Context: an optimization exercise on an open-source flow, tuned for small area, a short achievable clock period and few clock cycles per item. The choices shown serve that exercise and are no tape-out recipe.
At most, simulation tests tie the RTL to the original design; equivalence was not proved.

==> 07-20 <==
## plc_blk_codec
module plc_blk_codec (
    input  wire        clk,
    input  wire        rst,
    input  wire        tx_cmd_valid,
    output wire        tx_cmd_ready,
    input  wire [15:0] tx_cmd_ssn,
    input  wire [8:0]  tx_cmd_boff,
    input  wire        tx_cmd_bflag,
    input  wire        tx_cmd_long,
    input  wire        tx_in_valid,
    output wire        tx_in_ready,
    input  wire [31:0] tx_in_data,
    output wire        tx_out_valid,
    input  wire        tx_out_ready,
    output wire [31:0] tx_out_data,
    output wire        tx_out_last,
    input  wire        rx_in_valid,
    output wire        rx_in_ready,
    input  wire [31:0] rx_in_data,
    input  wire        rx_in_long,
    output wire        rx_res_valid,
    input  wire        rx_res_ready,
    output wire        rx_res_ok,
    output wire        rx_res_fmterr,
    output wire [31:0] rx_res_hdr
);
==> module plc_blk_tx, before the edit <==
module plc_blk_tx (
    input  wire        clk,
    input  wire        rst,
    input  wire        cmd_valid,
    output wire        cmd_ready,
    input  wire [15:0] cmd_ssn,
    input  wire [8:0]  cmd_boff,
    input  wire        cmd_bflag,
    input  wire        cmd_long,
    input  wire        in_valid,
    output wire        in_ready,
    input  wire [31:0] in_data,
    output reg         out_valid,
    input  wire        out_ready,
    output reg  [31:0] out_data,
    output reg         out_last
);
    reg        p_cmd, p_body, p_tail;
    reg        e_cmd, e_body;
    reg [6:0]  cnt;         
    reg [31:0] x;           
    wire [31:0] mx;
    plc_crc32_word u_crc (.x(x), .y(mx));
    wire [31:0] hdr = {3'b000, 1'b0, cmd_bflag, 1'b0, 1'b1,
                       (cmd_bflag ? cmd_boff : 9'd0), cmd_ssn};
    wire r_free = !out_valid || out_ready;
    assign cmd_ready = e_cmd || (p_cmd && out_ready);
    assign in_ready  = e_body || (p_body && out_ready);
    wire cmd_fire = cmd_valid && cmd_ready;
    wire in_fire  = in_valid && in_ready;
    wire acc      = cmd_fire || in_fire;
    wire tail_go  = p_tail && r_free;
    wire last     = in_fire && (cnt == 7'd0);
    wire [31:0] acc_word = p_body ? in_data : hdr;
    wire p_cmd_n  = cmd_fire ? 1'b0 : (p_cmd || tail_go);
    wire p_body_n = cmd_fire ? 1'b1 : (p_body && !last);
    wire p_tail_n = last ? 1'b1 : (p_tail && !tail_go);
    wire out_valid_n = r_free ? (acc || p_tail) : out_valid;
    always @(posedge clk) begin
        if (rst) begin
            p_cmd     <= 1'b1;
            p_body    <= 1'b0;
            p_tail    <= 1'b0;
            e_cmd     <= 1'b1;
            e_body    <= 1'b0;
            cnt       <= 7'd0;
            out_valid <= 1'b0;
            out_last  <= 1'b0;
        end else begin
            p_cmd     <= p_cmd_n;
            p_body    <= p_body_n;
            p_tail    <= p_tail_n;
            e_cmd     <= p_cmd_n && !out_valid_n;
            e_body    <= p_body_n && !out_valid_n;
            out_valid <= out_valid_n;
            if (cmd_fire)
                cnt <= cmd_long ? 7'd127 : 7'd31;
            else if (in_fire)
                cnt <= cnt - 7'd1;
            if (r_free)
                out_last <= p_tail;
        end
    end
    always @(posedge clk) begin
        if (acc)
            x <= (p_body ? mx : 32'hFFFFFFFF) ^ acc_word;
        if (r_free)
            out_data <= p_tail ? ~mx : acc_word;
    end
endmodule
==> module plc_blk_rx, before the edit <==
module plc_blk_rx (
    input  wire        clk,
    input  wire        rst,
    input  wire        in_valid,
    output wire        in_ready,
    input  wire [31:0] in_data,
    input  wire        in_long,
    output reg         res_valid,
    input  wire        res_ready,
    output reg         res_ok,
    output reg         res_fmterr,
    output reg  [31:0] res_hdr
);
    localparam [31:0] K = 32'hDEBB20E3;   
    reg        hdr_ph;      
    reg [7:0]  cnt;         
    reg [31:0] x;           
    reg        blong;
    reg        hraw;        
    reg        hcp;         
    reg        chk_d;       
    reg        in_rdy;      
    reg        in_rdy_rr;   
    wire [31:0] mx;
    plc_crc32_word u_crc (.x(x), .y(mx));
    assign in_ready = in_rdy || (in_rdy_rr && res_ready);
    wire fire     = in_valid && in_ready;
    wire hdr_fire = fire && hdr_ph;
    wire chk_fire = fire && !hdr_ph && (cnt == 8'd0);
    wire slot_free = !res_valid || res_ready;
    wire copy      = hcp && slot_free;
    wire hdr_ph_n    = hdr_fire ? 1'b0 : (chk_fire ? 1'b1 : hdr_ph);
    wire [7:0] cnt_n = hdr_fire ? (in_long ? 8'd128 : 8'd32) :
                       (fire ? cnt - 8'd1 : cnt);
    wire hcp_n       = hdr_fire || (hcp && !slot_free);
    wire res_valid_n = chk_d || (res_valid && !res_ready);
    wire [31:0] w = in_data ^ (hraw ? K : 32'd0);
    always @(posedge clk) begin
        if (fire)
            x <= (hdr_ph ? 32'd0 : mx) ^ w;
        if (copy)
            res_hdr <= x;
    end
    always @(posedge clk) begin
        if (rst) begin
            hdr_ph     <= 1'b1;
            cnt        <= 8'd0;
            blong      <= 1'b0;
            hraw       <= 1'b0;
            hcp        <= 1'b0;
            chk_d      <= 1'b0;
            in_rdy     <= 1'b1;
            in_rdy_rr  <= 1'b0;
            res_valid  <= 1'b0;
            res_ok     <= 1'b0;
            res_fmterr <= 1'b0;
        end else begin
            hdr_ph    <= hdr_ph_n;
            cnt       <= cnt_n;
            hcp       <= hcp_n;
            chk_d     <= chk_fire;
            res_valid <= res_valid_n;
            if (fire)
                hraw <= hdr_ph;
            in_rdy    <= !(hcp_n && res_valid_n) &&
                         !((res_valid_n || chk_fire) && !hdr_ph_n && cnt_n == 8'd0);
            in_rdy_rr <= hcp_n && res_valid_n;
            if (hdr_fire)
                blong <= in_long;
            if (chk_d) begin
                res_ok     <= &x;
                res_fmterr <= res_hdr[27] && !blong &&
                              (res_hdr[24] || res_hdr[23]);
            end
        end
    end
endmodule
clock: 5.0 ns
lec_check: 0
cap_margin: 20
core_margin: 2
core_utilization: 60
cts_buf_list: sky130_fd_sc_hd__clkbuf_4 sky130_fd_sc_hd__clkbuf_8
cts_cluster_size: 20
place_density: 0.75
setup_slack_margin: 2.35
slew_margin: 20
dont_use_cells: sky130_fd_sc_hd__xor3_1 sky130_fd_sc_hd__xor3_2 sky130_fd_sc_hd__xor3_4 sky130_fd_sc_hd__xnor3_1 sky130_fd_sc_hd__xnor3_2 sky130_fd_sc_hd__xnor3_4
standard.sh (not shown) runs the stock make flow with config.mk's settings and CLKGATE_MAP_FILE= SYNTH_SCRIPT=/design/flow/synth_recipe.tcl, a recipe that flattens the netlist after the stock synthesis.
==> flow/flow/run.sh <==
#!/bin/bash
# Standard ORFS layout with a few extra ORFS settings passed to make.
set -euo pipefail
# keep three-input XOR cells out of the mapping: two-input XORs are smaller
# and faster for the CRC networks
echo 'export DONT_USE_CELLS = sky130_fd_sc_hd__xor3_1 sky130_fd_sc_hd__xor3_2 sky130_fd_sc_hd__xor3_4 sky130_fd_sc_hd__xnor3_1 sky130_fd_sc_hd__xnor3_2 sky130_fd_sc_hd__xnor3_4' >> config.mk
bash standard.sh BUFFER_PORTS_ARGS=-buffer_cell\ sky130_fd_sc_hd__buf_1 finish > standard.log 2>&1
==> 06-02 (differences from 07-20) <==
--- a/flow/design.v
+++ b/flow/design.v
@@ -262,6 +262,12 @@
 );
-    reg        p_cmd, p_body, p_tail;
-    reg        e_cmd, e_body;
+    localparam P_CMD  = 2'd0;   
+    localparam P_BODY = 2'd1;   
+    localparam P_TAIL = 2'd2;   
+    reg [1:0]  phase;
     reg [6:0]  cnt;         
     reg [31:0] x;           
+    reg [31:0] s_data;      
+    reg        s_valid;
+    reg        cmd_rdy;
+    reg        in_rdy;
     wire [31:0] mx;
@@ -270,23 +276,29 @@
                        (cmd_bflag ? cmd_boff : 9'd0), cmd_ssn};
-    wire r_free = !out_valid || out_ready;
-    assign cmd_ready = e_cmd || (p_cmd && out_ready);
-    assign in_ready  = e_body || (p_body && out_ready);
-    wire cmd_fire = cmd_valid && cmd_ready;
-    wire in_fire  = in_valid && in_ready;
+    assign cmd_ready = cmd_rdy;
+    assign in_ready  = in_rdy;
+    wire cmd_fire = cmd_valid && cmd_rdy;
+    wire in_fire  = in_valid && in_rdy;
     wire acc      = cmd_fire || in_fire;
-    wire tail_go  = p_tail && r_free;
-    wire last     = in_fire && (cnt == 7'd0);
-    wire [31:0] acc_word = p_body ? in_data : hdr;
-    wire p_cmd_n  = cmd_fire ? 1'b0 : (p_cmd || tail_go);
-    wire p_body_n = cmd_fire ? 1'b1 : (p_body && !last);
-    wire p_tail_n = last ? 1'b1 : (p_tail && !tail_go);
-    wire out_valid_n = r_free ? (acc || p_tail) : out_valid;
+    wire [31:0] acc_word = in_rdy ? in_data : hdr;
+    wire r_free = !out_valid || out_ready;
+    wire tail_go = (phase == P_TAIL) && !s_valid && r_free;
+    reg  [1:0] phase_n;
+    reg        s_valid_n;
+    always @* begin
+        phase_n = phase;
+        if (cmd_fire)
+            phase_n = P_BODY;
+        else if (in_fire && cnt == 7'd0)
+            phase_n = P_TAIL;
+        else if (tail_go)
+            phase_n = P_CMD;
+        s_valid_n = s_valid ? !r_free : (acc && !r_free);
+    end
     always @(posedge clk) begin
         if (rst) begin
-            p_cmd     <= 1'b1;
-            p_body    <= 1'b0;
-            p_tail    <= 1'b0;
-            e_cmd     <= 1'b1;
-            e_body    <= 1'b0;
+            phase     <= P_CMD;
             cnt       <= 7'd0;
+            s_valid   <= 1'b0;
+            cmd_rdy   <= 1'b1;
+            in_rdy    <= 1'b0;
             out_valid <= 1'b0;
@@ -294,8 +306,6 @@
         end else begin
-            p_cmd     <= p_cmd_n;
-            p_body    <= p_body_n;
-            p_tail    <= p_tail_n;
-            e_cmd     <= p_cmd_n && !out_valid_n;
-            e_body    <= p_body_n && !out_valid_n;
-            out_valid <= out_valid_n;
+            phase   <= phase_n;
+            s_valid <= s_valid_n;
+            cmd_rdy <= (phase_n == P_CMD) && !s_valid_n;
+            in_rdy  <= (phase_n == P_BODY) && !s_valid_n;
             if (cmd_fire)
@@ -304,4 +314,6 @@
                 cnt <= cnt - 7'd1;
-            if (r_free)
-                out_last <= p_tail;
+            if (r_free) begin
+                out_valid <= s_valid || acc || (phase == P_TAIL);
+                out_last  <= !s_valid && !acc && (phase == P_TAIL);
+            end
         end
@@ -310,5 +322,7 @@
         if (acc)
-            x <= (p_body ? mx : 32'hFFFFFFFF) ^ acc_word;
+            x <= (in_rdy ? mx : 32'hFFFFFFFF) ^ acc_word;
+        if (acc && !r_free)
+            s_data <= acc_word;
         if (r_free)
-            out_data <= p_tail ? ~mx : acc_word;
+            out_data <= s_valid ? s_data : (acc ? acc_word : ~mx);
     end
@@ -328,3 +342,2 @@
 );
-    localparam [31:0] K = 32'hDEBB20E3;   
     reg        hdr_ph;      
@@ -333,15 +346,13 @@
     reg        blong;
-    reg        hraw;        
-    reg        hcp;         
     reg        chk_d;       
-    reg        in_rdy;      
-    reg        in_rdy_rr;   
+    reg        hdr_pend;    
+    reg        in_rdy;
     wire [31:0] mx;
     plc_crc32_word u_crc (.x(x), .y(mx));
-    assign in_ready = in_rdy || (in_rdy_rr && res_ready);
-    wire fire     = in_valid && in_ready;
+    assign in_ready = in_rdy;
+    wire fire     = in_valid && in_rdy;
     wire hdr_fire = fire && hdr_ph;
     wire chk_fire = fire && !hdr_ph && (cnt == 8'd0);
-    wire slot_free = !res_valid || res_ready;
-    wire copy      = hcp && slot_free;
+    wire slot_free = !chk_d && (!res_valid || res_ready);
+    wire hdr_take  = (hdr_fire || hdr_pend) && slot_free;
     wire hdr_ph_n    = hdr_fire ? 1'b0 : (chk_fire ? 1'b1 : hdr_ph);
@@ -349,10 +360,9 @@
                        (fire ? cnt - 8'd1 : cnt);
-    wire hcp_n       = hdr_fire || (hcp && !slot_free);
+    wire hdr_pend_n  = (hdr_fire || hdr_pend) && !slot_free;
     wire res_valid_n = chk_d || (res_valid && !res_ready);
-    wire [31:0] w = in_data ^ (hraw ? K : 32'd0);
     always @(posedge clk) begin
         if (fire)
-            x <= (hdr_ph ? 32'd0 : mx) ^ w;
-        if (copy)
-            res_hdr <= x;
+            x <= (hdr_ph ? 32'hFFFFFFFF : mx) ^ in_data;
+        if (hdr_take)
+            res_hdr <= hdr_pend ? ~x : in_data;
     end
@@ -363,7 +373,5 @@
             blong      <= 1'b0;
-            hraw       <= 1'b0;
-            hcp        <= 1'b0;
             chk_d      <= 1'b0;
+            hdr_pend   <= 1'b0;
             in_rdy     <= 1'b1;
-            in_rdy_rr  <= 1'b0;
             res_valid  <= 1'b0;
@@ -374,10 +382,7 @@
             cnt       <= cnt_n;
-            hcp       <= hcp_n;
             chk_d     <= chk_fire;
+            hdr_pend  <= hdr_pend_n;
             res_valid <= res_valid_n;
-            if (fire)
-                hraw <= hdr_ph;
-            in_rdy    <= !(hcp_n && res_valid_n) &&
+            in_rdy    <= !hdr_pend_n &&
                          !((res_valid_n || chk_fire) && !hdr_ph_n && cnt_n == 8'd0);
-            in_rdy_rr <= hcp_n && res_valid_n;
             if (hdr_fire)
==> flow/run.sh (new file) <==
#!/bin/bash
# synth_recipe.tcl (not shown) runs the flow's synth.tcl, then flattens the netlist and writes it again
# the make line also repeats each setting of config.mk as NAME=value (left out here)
make -C /OpenROAD-flow-scripts/flow DESIGN_CONFIG=/design/flow/config.mk WORK_HOME=/design/flow/orfs CLKGATE_MAP_FILE= SYNTH_SCRIPT=/design/flow/synth_recipe.tcl finish
Settings changed: CORE_UTILIZATION 60 to 40, CTS_BUF_LIST sky130_fd_sc_hd__clkbuf_4 sky130_fd_sc_hd__clkbuf_8 to not set, CTS_CLUSTER_SIZE 20 to not set, DONT_USE_CELLS sky130_fd_sc_hd__xor3_1 sky130_fd_sc_hd__xor3_2 sky130_fd_sc_hd__xor3_4 sky130_fd_sc_hd__xnor3_1 sky130_fd_sc_hd__xnor3_2 sky130_fd_sc_hd__xnor3_4 to not set, PLACE_DENSITY 0.75 to 0.6, SETUP_SLACK_MARGIN 2.35 to 3.0.
removed: flow/flow/run.sh
removed: flow/standard.sh
==> 05-11 (differences from 07-20) <==
--- a/flow/design.v
+++ b/flow/design.v
@@ -262,4 +262,6 @@
 );
-    reg        p_cmd, p_body, p_tail;
-    reg        e_cmd, e_body;
+    localparam P_CMD  = 2'd0;   
+    localparam P_BODY = 2'd1;   
+    localparam P_TAIL = 2'd2;   
+    reg [1:0]  phase;
     reg [6:0]  cnt;         
@@ -271,4 +273,4 @@
     wire r_free = !out_valid || out_ready;
-    assign cmd_ready = e_cmd || (p_cmd && out_ready);
-    assign in_ready  = e_body || (p_body && out_ready);
+    assign cmd_ready = (phase == P_CMD) && r_free;
+    assign in_ready  = (phase == P_BODY) && r_free;
     wire cmd_fire = cmd_valid && cmd_ready;
@@ -276,16 +278,8 @@
     wire acc      = cmd_fire || in_fire;
-    wire tail_go  = p_tail && r_free;
-    wire last     = in_fire && (cnt == 7'd0);
-    wire [31:0] acc_word = p_body ? in_data : hdr;
-    wire p_cmd_n  = cmd_fire ? 1'b0 : (p_cmd || tail_go);
-    wire p_body_n = cmd_fire ? 1'b1 : (p_body && !last);
-    wire p_tail_n = last ? 1'b1 : (p_tail && !tail_go);
-    wire out_valid_n = r_free ? (acc || p_tail) : out_valid;
+    wire body     = (phase == P_BODY);
+    wire tail     = (phase == P_TAIL);
+    wire [31:0] acc_word = body ? in_data : hdr;
     always @(posedge clk) begin
         if (rst) begin
-            p_cmd     <= 1'b1;
-            p_body    <= 1'b0;
-            p_tail    <= 1'b0;
-            e_cmd     <= 1'b1;
-            e_body    <= 1'b0;
+            phase     <= P_CMD;
             cnt       <= 7'd0;
@@ -294,14 +288,16 @@
         end else begin
-            p_cmd     <= p_cmd_n;
-            p_body    <= p_body_n;
-            p_tail    <= p_tail_n;
-            e_cmd     <= p_cmd_n && !out_valid_n;
-            e_body    <= p_body_n && !out_valid_n;
-            out_valid <= out_valid_n;
-            if (cmd_fire)
-                cnt <= cmd_long ? 7'd127 : 7'd31;
-            else if (in_fire)
+            if (cmd_fire) begin
+                phase <= P_BODY;
+                cnt   <= cmd_long ? 7'd127 : 7'd31;
+            end else if (in_fire) begin
+                if (cnt == 7'd0)
+                    phase <= P_TAIL;
                 cnt <= cnt - 7'd1;
-            if (r_free)
-                out_last <= p_tail;
+            end else if (tail && r_free) begin
+                phase <= P_CMD;
+            end
+            if (r_free) begin
+                out_valid <= acc || tail;
+                out_last  <= tail;
+            end
         end
@@ -310,5 +306,5 @@
         if (acc)
-            x <= (p_body ? mx : 32'hFFFFFFFF) ^ acc_word;
+            x <= (body ? mx : 32'hFFFFFFFF) ^ acc_word;
         if (r_free)
-            out_data <= p_tail ? ~mx : acc_word;
+            out_data <= tail ? ~mx : acc_word;
     end
@@ -328,3 +324,2 @@
 );
-    localparam [31:0] K = 32'hDEBB20E3;   
     reg        hdr_ph;      
@@ -333,15 +328,13 @@
     reg        blong;
-    reg        hraw;        
-    reg        hcp;         
     reg        chk_d;       
-    reg        in_rdy;      
-    reg        in_rdy_rr;   
+    reg        hdr_pend;    
+    reg        in_rdy;
     wire [31:0] mx;
     plc_crc32_word u_crc (.x(x), .y(mx));
-    assign in_ready = in_rdy || (in_rdy_rr && res_ready);
-    wire fire     = in_valid && in_ready;
+    assign in_ready = in_rdy;
+    wire fire     = in_valid && in_rdy;
     wire hdr_fire = fire && hdr_ph;
     wire chk_fire = fire && !hdr_ph && (cnt == 8'd0);
-    wire slot_free = !res_valid || res_ready;
-    wire copy      = hcp && slot_free;
+    wire slot_free = !chk_d && (!res_valid || res_ready);
+    wire hdr_take  = (hdr_fire || hdr_pend) && slot_free;
     wire hdr_ph_n    = hdr_fire ? 1'b0 : (chk_fire ? 1'b1 : hdr_ph);
@@ -349,10 +342,9 @@
                        (fire ? cnt - 8'd1 : cnt);
-    wire hcp_n       = hdr_fire || (hcp && !slot_free);
+    wire hdr_pend_n  = (hdr_fire || hdr_pend) && !slot_free;
     wire res_valid_n = chk_d || (res_valid && !res_ready);
-    wire [31:0] w = in_data ^ (hraw ? K : 32'd0);
     always @(posedge clk) begin
         if (fire)
-            x <= (hdr_ph ? 32'd0 : mx) ^ w;
-        if (copy)
-            res_hdr <= x;
+            x <= (hdr_ph ? 32'hFFFFFFFF : mx) ^ in_data;
+        if (hdr_take)
+            res_hdr <= hdr_pend ? ~x : in_data;
     end
@@ -363,7 +355,5 @@
             blong      <= 1'b0;
-            hraw       <= 1'b0;
-            hcp        <= 1'b0;
             chk_d      <= 1'b0;
+            hdr_pend   <= 1'b0;
             in_rdy     <= 1'b1;
-            in_rdy_rr  <= 1'b0;
             res_valid  <= 1'b0;
@@ -374,10 +364,7 @@
             cnt       <= cnt_n;
-            hcp       <= hcp_n;
             chk_d     <= chk_fire;
+            hdr_pend  <= hdr_pend_n;
             res_valid <= res_valid_n;
-            if (fire)
-                hraw <= hdr_ph;
-            in_rdy    <= !(hcp_n && res_valid_n) &&
+            in_rdy    <= !hdr_pend_n &&
                          !((res_valid_n || chk_fire) && !hdr_ph_n && cnt_n == 8'd0);
-            in_rdy_rr <= hcp_n && res_valid_n;
             if (hdr_fire)
--- a/flow/flow/run.sh
+++ b/flow/flow/run.sh
@@ -6,2 +6,2 @@
 echo 'export DONT_USE_CELLS = sky130_fd_sc_hd__xor3_1 sky130_fd_sc_hd__xor3_2 sky130_fd_sc_hd__xor3_4 sky130_fd_sc_hd__xnor3_1 sky130_fd_sc_hd__xnor3_2 sky130_fd_sc_hd__xnor3_4' >> config.mk
-bash standard.sh BUFFER_PORTS_ARGS=-buffer_cell\ sky130_fd_sc_hd__buf_1 finish > standard.log 2>&1
+bash standard.sh BUFFER_PORTS_ARGS=-buffer_cell\ sky130_fd_sc_hd__buf_2 finish > standard.log 2>&1
Settings changed: CORE_UTILIZATION 60 to 40, CTS_BUF_LIST sky130_fd_sc_hd__clkbuf_4 sky130_fd_sc_hd__clkbuf_8 to not set, CTS_CLUSTER_SIZE 20 to not set, PLACE_DENSITY 0.75 to 0.6, SETUP_SLACK_MARGIN 2.35 to 2.6.
==> comparison <==
The lowest routed wire length belongs to 07-20, the highest to 06-02. The highest setup slack belongs to 06-02, the lowest to 07-20. Between 05-11 and 06-02, the lower cell count is in 05-11 (gap about 12%, measured against 06-02). In 06-02 the global-route usage is higher than in 05-11, by 2.3 points. 06-02 finished clean. 05-11 went through all stages and came out clean. 07-20 ran to the end with no violations. Of 07-20 and 05-11, 05-11 has the higher count of clock-buffer cells in the layout (gap 2). Between 05-11 and 06-02, the lower sequential cell count is in 05-11 (gap 35).
Testbench counts of 07-20, summed over its fixed seeds: cycles 5,579, items 96.
Function not checked in 06-02 and 05-11: the RTL went through the layout flow alone.

## port drivers added, routing unchanged
The results above use ideal ports. As a check the final layouts listed here were re-extracted and re-timed, cells and wires unchanged. Step 1: set_driving_cell puts a clkbuf_16 on clk and a buf_2 on each other input, an assumption about the parent block. Step 2 times the ports against the registers' clock, not the clock port: input delays grow and output delays shrink by t, the midpoint of the rising clock arrivals with the driver on. Slacks: ideal ports / drivers / drivers and shift; pairs: ideal ports / drivers.
| run | t (ns) | slack for setup (ns) | latest minus earliest clock arrival (ns) |
|---|---|---|---|
| 07-20 | 0.522 | 2.390 / 2.390 / 1.967 | 0.019 / 0.020 |
| 06-02 | 0.512 | 2.694 / 2.694 / 2.444 | 0.015 / 0.016 |
| 05-11 | 0.473 | 2.551 / 2.521 / 2.276 | 0.015 / 0.015 |
After both steps every run listed still meets setup and hold. For 07-20, which loses most, drivers alone change the setup slack by 0.000 ns; drivers and shift together by -0.423 ns.
